This design comes from an exercise in tuning for a short achievable clock period and few clock cycles per item on the open sky130 flow, not from production work.
RTL that was checked went through simulation tests only; none was proved equivalent to the original.

==> v31: inputs <==
Design ppm_core, start of the top module:
module ppm_core (
    input  wire        clk,
    input  wire        rst,
    input  wire        start,
    input  wire        mode,
    input  wire [15:0] len,
    output wire        ready,
    input  wire        in_valid,
    input  wire [7:0]  in_data,
    output wire        in_ready,
    output reg         out_we,
    output reg  [18:0] out_addr,
    output reg  [7:0]  out_data,
    output wire        tbl_clr,
    output wire [11:0] tbl_raddr,
    output wire        tbl_we,
    output wire [11:0] tbl_waddr,
    output wire [7:0]  tbl_wdata,
    input  wire [7:0]  tbl_rdata,
    output wire        done,
    output wire [18:0] out_len,
    output wire [1:0]  stop
);
    localparam [63:0] MIXER = 64'hFF51AFD7ED558CCD;
    localparam [1:0] STOP_ENC_END = 2'd1;
    localparam [1:0] STOP_NO_CTRL = 2'd2;
    localparam [1:0] STOP_NO_LIT  = 2'd3;
    reg        ready_r;
    reg        done_r;
    reg        run;         
    reg        mode_r;
    reg [15:0] rem;         
    reg        in_ready_r;
    reg [1:0]  stop_r;
    reg [18:0] o_len;
    assign ready    = ready_r;
    assign done     = done_r;
    assign in_ready = in_ready_r;
    assign out_len  = o_len;
    assign stop     = stop_r;
    assign tbl_clr  = ready_r;      
    reg [7:0] fq0, fq1, fq2, fq3;
    reg [1:0] rp, wp;
    reg [2:0] cnt;
    wire [7:0] head  = (rp == 2'd0) ? fq0 : (rp == 2'd1) ? fq1 : (rp == 2'd2) ? fq2 : fq3;
    wire [1:0] rp1   = rp + 2'd1;
    wire [7:0] head1 = (rp1 == 2'd0) ? fq0 : (rp1 == 2'd1) ? fq1 : (rp1 == 2'd2) ? fq2 : fq3;
    wire       push  = in_valid && in_ready_r;
    reg [23:0] ctx;
    reg [63:0] xh;          
    wire [63:0] p0 = {56'd0, ctx[7:0]} * MIXER;
    wire [63:0] hsum = p0 + xh;
    wire [11:0] hkey = hsum[63:52];
    wire [63:0] p1 = {48'd0, ctx[7:0], 8'd0} * MIXER;
  ...
Settings: LEC_CHECK=0, ABC_CLOCK_PERIOD_IN_PS=3000, CAP_MARGIN=20, CORE_MARGIN=2, CORE_UTILIZATION=40, PLACE_DENSITY=0.6, SLEW_MARGIN=20; clock period 15.0 ns.
run.sh (not shown) runs the stock make flow with config.mk's settings and CLKGATE_MAP_FILE= SYNTH_SCRIPT=/design/flow/synth_recipe.tcl, a recipe that flattens the netlist after the stock synthesis.
==> inputs of v15, as changes to v31 <==
--- a/flow/design.v
+++ b/flow/design.v
@@ -22,12 +22,188 @@
     output wire [1:0]  stop
 );
     localparam [63:0] MIXER = 64'hFF51AFD7ED558CCD;
     localparam [1:0] STOP_ENC_END = 2'd1;
     localparam [1:0] STOP_NO_CTRL = 2'd2;
     localparam [1:0] STOP_NO_LIT  = 2'd3;
+    localparam [1023:0] PLT = {
+        16'hfffe,
+        16'hfffe,
+        16'hfffe,
+        16'hfffe,
+        16'h0ffe,
+        16'hf03e,
+        16'h71c6,
+        16'hb6da,
+        16'h9b6c,
+        16'hd25a,
+        16'h64cc,
+        16'h56aa,
+        16'h83e0,
+        16'h7318,
+        16'h4ad4,
+        16'he38e,
+        16'h6c92,
+        16'ha5a4,
+        16'h3332,
+        16'h5554,
+        16'hfffe,
+        16'hfffe,
+        16'h1ffe,
+        16'he07e,
+        16'he38e,
+        16'h6c92,
+        16'ha5a4,
+        16'h3332,
+        16'h5554,
+        16'hfffe,
+        16'hfffe,
+        16'h3ffe,
+        16'hc07e,
+        16'hc78e,
+        16'hd9b2,
+        16'h4ad4,
+        16'he38e,
+        16'h2492,
+        16'h4924,
+        16'h2492,
+        16'h4924,
+        16'h2492,
+        16'h4924,
+        16'h2492,
+        16'h6924,
+        16'h4d92,
+        16'h94b4,
+        16'hce66,
+        16'h56aa,
+        16'h83e0,
+        16'h6318,
+        16'h5294,
+        16'h18c6,
+        16'h294a,
+        16'h6318,
+        16'h5294,
+        16'h18c6,
+        16'h294a,
+        16'h6318,
+        16'h5294,
+        16'h39c6,
+        16'h5a5a,
+        16'hcccc,
+        16'haaaa
+    };
+    function [63:0] plmul;
+        input [3:0] n;
+        integer j;
+        begin
+            for (j = 0; j < 64; j = j + 1)
+                plmul[j] = PLT[16 * j + n];
+        end
+    endfunction
+    localparam [1023:0] PHT = {
+        16'h0ffe,
+        16'hf03e,
+        16'h71c6,
+        16'hb6da,
+        16'h9b6c,
+        16'hd25a,
+        16'h64cc,
+        16'h56aa,
+        16'h83e0,
+        16'h7318,
+        16'h4ad4,
+        16'he38e,
+        16'h6c92,
+        16'ha5a4,
+        16'h3332,
+        16'h5554,
+        16'hfffe,
+        16'hfffe,
+        16'h1ffe,
+        16'he07e,
+        16'he38e,
+        16'h6c92,
+        16'ha5a4,
+        16'h3332,
+        16'h5554,
+        16'hfffe,
+        16'hfffe,
+        16'h3ffe,
+        16'hc07e,
+        16'hc78e,
+        16'hd9b2,
+        16'h4ad4,
+        16'he38e,
+        16'h2492,
+        16'h4924,
+        16'h2492,
+        16'h4924,
+        16'h2492,
+        16'h4924,
+        16'h2492,
+        16'h6924,
+        16'h4d92,
+        16'h94b4,
+        16'hce66,
+        16'h56aa,
+        16'h83e0,
+        16'h6318,
+        16'h5294,
+        16'h18c6,
+        16'h294a,
+        16'h6318,
+        16'h5294,
+        16'h18c6,
+        16'h294a,
+        16'h6318,
+        16'h5294,
+        16'h39c6,
+        16'h5a5a,
+        16'hcccc,
+        16'haaaa,
+        16'h0000,
+        16'h0000,
+        16'h0000,
+        16'h0000
+    };
+    function [63:0] phmul;
+        input [3:0] n;
+        integer j;
+        begin
+            for (j = 0; j < 64; j = j + 1)
+                phmul[j] = PHT[16 * j + n];
+        end
+    endfunction
+    function [63:0] ksadd;
+        input [63:0] a;
+        input [63:0] b;
+        reg   [63:0] g, p, gn, pn;
+        integer i, d;
+        begin
+            g = a & b;
+            p = a ^ b;
+            for (d = 1; d < 64; d = d * 2) begin
+                gn = g; pn = p;
+                for (i = d; i < 64; i = i + 1) begin
+                    gn[i] = g[i] | (p[i] & g[i - d]);
+                    pn[i] = p[i] & p[i - d];
+                end
+                g = gn; p = pn;
+            end
+            ksadd = a ^ b ^ {g[62:0], 1'b0};
+        end
+    endfunction
+    function [63:0] add3;
+        input [63:0] a;
+        input [63:0] b;
+        input [63:0] c;
+        begin
+            add3 = ksadd(a ^ b ^ c, {((a & b) | (a & c) | (b & c)), 1'b0});
+        end
+    endfunction
+    reg        rst_q;       
     reg        ready_r;
     reg        done_r;
     reg        run;         
     reg        mode_r;
     reg [15:0] rem;         
     reg        in_ready_r;
@@ -43,20 +219,20 @@
     reg [1:0] rp, wp;
     reg [2:0] cnt;
     wire [7:0] head  = (rp == 2'd0) ? fq0 : (rp == 2'd1) ? fq1 : (rp == 2'd2) ? fq2 : fq3;
     wire [1:0] rp1   = rp + 2'd1;
     wire [7:0] head1 = (rp1 == 2'd0) ? fq0 : (rp1 == 2'd1) ? fq1 : (rp1 == 2'd2) ? fq2 : fq3;
     wire       push  = in_valid && in_ready_r;
-    reg [23:0] ctx;
+    reg [63:0] pl, ph;      
     reg [63:0] xh;          
-    wire [63:0] p0 = {56'd0, ctx[7:0]} * MIXER;
-    wire [63:0] hsum = p0 + xh;
-    wire [11:0] hkey = hsum[63:52];
-    wire [63:0] p1 = {48'd0, ctx[7:0], 8'd0} * MIXER;
-    wire [63:0] p2 = {40'd0, ctx[15:8], 16'd0} * MIXER;
-    wire [63:0] xh_next = p1 + p2;
+    reg [63:0] zh;          
+    wire [63:0] hsum    = add3(pl, ph, xh);
+    wire [11:0] hkey    = hsum[63:52];
+    wire [63:0] xh_next = add3({pl[55:0], 8'd0}, {ph[55:0], 8'd0}, zh);
+    wire [63:0] pfull   = ksadd(pl, ph);
+    wire [63:0] zh_next = {pfull[47:0], 16'd0};
     reg [2:0] kbit;         
     reg [7:0] ctrl;         
     reg       ctrl_v;
     reg [1:0] wait_c;       
     reg       ended;        
     reg        r_v, r_hit, r_last, r_end;
@@ -137,43 +313,45 @@
     wire       e_dirty = e_hit ? 1'b0 : dirty;
     wire [18:0] o_len1 = o_len + 19'd1;
     wire [18:0] o_len2 = o_len + 19'd2;
     wire [2:0] cnt_next = cnt + {2'd0, push} - {1'b0, pop};
     wire [15:0] rem_next = rem - {15'd0, push};
     always @(posedge clk) begin
+        rst_q  <= rst;
         done_r <= 1'b0;
         out_we <= 1'b0;
         we_r   <= 1'b0;
-        if (rst) begin
-            ready_r    <= 1'b1;
+        if (rst_q) begin
+            ready_r    <= 1'b0;
             run        <= 1'b0;
             in_ready_r <= 1'b0;
             r_v <= 1'b0; r_end <= 1'b0; r_last <= 1'b0;
             d_v <= 1'b0; d_end <= 1'b0; d_last <= 1'b0;
             e_v <= 1'b0; e_end <= 1'b0; e_last <= 1'b0;
             fin <= 1'b0;
             pz_v <= 1'b0;
             cnt <= 3'd0;
             stop_r <= 2'd0;
             o_len <= 19'd0;
-        end else if (ready_r) begin
+        end else if (!run) begin
             r_v <= 1'b0; r_end <= 1'b0; r_last <= 1'b0;
             d_v <= 1'b0; d_end <= 1'b0; d_last <= 1'b0;
             e_v <= 1'b0; e_end <= 1'b0; e_last <= 1'b0;
-            if (start) begin
+            cnt <= 3'd0; rp <= 2'd0; wp <= 2'd0;
+            pl <= 64'd0; ph <= 64'd0; xh <= 64'd0; zh <= 64'd0;
+            kbit <= 3'd0; ctrl_v <= 1'b0; wait_c <= 2'd0; ended <= 1'b0;
+            flags <= 8'd0; ebit <= 3'd0; dirty <= 1'b1; flagpos <= 19'd0;
+            pz_v <= 1'b0; fin <= 1'b0;
+            o_len <= {18'd0, ~mode};    
+            mode_r <= mode;
+            rem    <= len;
+            ready_r <= 1'b1;
+            if (ready_r && start) begin
                 ready_r    <= 1'b0;
                 run        <= 1'b1;
-                mode_r     <= mode;
-                rem        <= len;
                 in_ready_r <= (len != 16'd0);
-                cnt <= 3'd0; rp <= 2'd0; wp <= 2'd0;
-                ctx <= 24'd0; xh <= 64'd0;
-                kbit <= 3'd0; ctrl_v <= 1'b0; wait_c <= 2'd0; ended <= 1'b0;
-                flags <= 8'd0; ebit <= 3'd0; dirty <= 1'b1; flagpos <= 19'd0;
-                pz_v <= 1'b0; fin <= 1'b0;
-                o_len <= mode ? 19'd0 : 19'd1;
             end
         end else begin
             if (push) begin
                 case (wp)
                 2'd0: fq0 <= in_data;
                 2'd1: fq1 <= in_data;
@@ -195,15 +373,20 @@
             r_last <= iss_last;
             r_end  <= end_tok;
             we_r   <= iss && !iss_hit;
             if (iss) begin
                 key_r <= hkey;
                 xh    <= xh_next;
+                zh    <= zh_next;
                 rb    <= iss_b;
-                if (!iss_hit) ctx <= {ctx[15:0], iss_b};
-                else wait_c <= 2'd2;
+                if (!iss_hit) begin
+                    pl <= plmul(iss_b[3:0]);
+                    ph <= phmul(iss_b[7:4]);
+                end else begin
+                    wait_c <= 2'd2;
+                end
                 kbit  <= kbit + 3'd1;
                 if (kbit == 3'd7) ctrl_v <= 1'b0;
                 if (iss_last) ended <= 1'b1;
             end
             if (end_tok) ended <= 1'b1;
             if (end_now) begin
@@ -218,13 +401,16 @@
             if (mode_r) begin
                 if (d_v) begin
                     out_we   <= 1'b1;
                     out_addr <= o_len;
                     out_data <= d_hit ? tbl_rdata : d_b;
                     o_len    <= o_len1;
-                    if (d_hit) ctx <= {ctx[15:0], tbl_rdata};
+                    if (d_hit) begin
+                        pl <= plmul(tbl_rdata[3:0]);
+                        ph <= phmul(tbl_rdata[7:4]);
+                    end
                 end
                 if ((end_now || ended) && !r_v) begin
                     done_r  <= 1'b1;
                     ready_r <= 1'b1;
                     run     <= 1'b0;
                 end
==> flow/flow/run.sh (new file) <==
#!/bin/bash
# The standard layout, with timing repair asked to leave a larger setup margin
# at the design's own clock period and constraints.
set -euo pipefail
bash standard.sh SETUP_SLACK_MARGIN=11 finish > make_finish.log 2>&1
==> flow/standard.sh (new file) <==
#!/bin/bash
# synth_recipe.tcl (not shown) runs the flow's synth.tcl, then flattens the netlist and writes it again
# the make line also repeats each setting of config.mk as NAME=value (left out here)
make -C /OpenROAD-flow-scripts/flow DESIGN_CONFIG=/design/flow/config.mk WORK_HOME=/design/flow/orfs CLKGATE_MAP_FILE= SYNTH_SCRIPT=/design/flow/synth_recipe.tcl "${@:-finish}"
==> flow/config.mk (replaced) <==
export PLATFORM = sky130hd
export DESIGN_NAME = ppm_core
export DESIGN_NICKNAME = ppm_core
export VERILOG_FILES = /design/flow/design.v
export SDC_FILE = /design/flow/constraint.sdc
export NUM_CORES = 4
export LEC_CHECK = 0
export CAP_MARGIN = 20
export CORE_MARGIN = 2
export CORE_UTILIZATION = 35
export PLACE_DENSITY = 0.55
export SLEW_MARGIN = 20
removed: flow/run.sh
==> inputs of v1, as changes to v31 <==
==> flow/config.mk (replaced) <==
export PLATFORM = sky130hd
export DESIGN_NAME = ppm_core
export DESIGN_NICKNAME = ppm_core
export VERILOG_FILES = /design/flow/design.v
export SDC_FILE = /design/flow/constraint.sdc
export NUM_CORES = 4
export LEC_CHECK = 0
export CAP_MARGIN = 20
export CORE_MARGIN = 2
export CORE_UTILIZATION = 40
export PLACE_DENSITY = 0.6
export SLEW_MARGIN = 20
==> flow_summary.ini <==
[sta]
grt_setup_unrepaired = false
maxSlewHeadroom_pct = 31.0

[critical_path]
worstSetupPathType = flip-flop to flip-flop

[outcome]
outcome = complete, no violations

[routing]
drtPass1Iterations = 6

[cells_and_area]
fillers = 8339
final_net_count = 4454

[yosys]
synth_top_family_by_area = adder cells
ys_seq_elements = 304
synth_adder_area_share_pct = 33.8
# the run above: v1

==> flow_summary.ini <==
[critical_path]
crit_end = xh[63]$_SDFFCE_PP0P_

[routing]
drtPass1Iterations = 6
routed-wl-met3_mm = 4.27

[sta]
setup_viol = 0
fin_crit_ns = 8.53
grt_setup_unrepaired = false

[outcome]
outcome = complete, no violations

[cells_and_area]
fillers = 8339
final_net_count = 4454

[yosys]
synth_area_mm2 = 0.0349
synth_adder_area_share_pct = 33.8
ys_seq_elements = 304
# the run above: v31

==> flow_summary.ini <==
[outcome]
outcome = complete, no violations

[yosys]
synth_adder_area_share_pct = 14.4
ys_seq_elements = 463
synth_top_family_by_area = compound AO/OA/AOI/OAI gates

[cells_and_area]
fillers = 9075

[routing]
drtPass1Iterations = 5

[sta]
grt_setup_unrepaired = true

[critical_path]
worstSetupPathType = flip-flop to output pin
# the run above: v15

Testbench counts of v31, summed over its fixed seeds: cycles 64,731, bytes 34,146.
Testbench counts of v1, summed over its fixed seeds: cycles 64,731, bytes 34,146.
Only the layout flow was run in v15; the RTL was not checked for function there.

## afterwards: timing with drivers on the ports
Ports are ideal in the flow. The routed layouts listed here were re-timed in OpenROAD. Step 1 assumes that a clkbuf_16 drives the clock port and a buf_2 every other input. Step 2, shift: input delay + t, output delay - t, t = (earliest + latest rising clock arrival at the registers) / 2. This alone moves slack from input paths to output paths. a / b / c = ideal / step 1 / step 2; a / b = the first two.
run	t, ns	setup WS [ns]	worst setup path at the end	slew at the worst register clock pin (ns)	worst slew at a driven data input, ns
v31	0.627	6.474 / 6.474 / 6.474	register to register	0.07 / 0.07	0.07
v15	0.697	10.678 / 10.615 / 10.199	input to register	0.07 / 0.07	0.13
v1	0.627	6.474 / 6.474 / 6.474	register to register	0.07 / 0.07	0.07
After both steps setup and hold are still met in every run listed. For v15, which loses most, drivers alone change the setup slack by -0.063 ns; drivers and shift together by -0.479 ns.
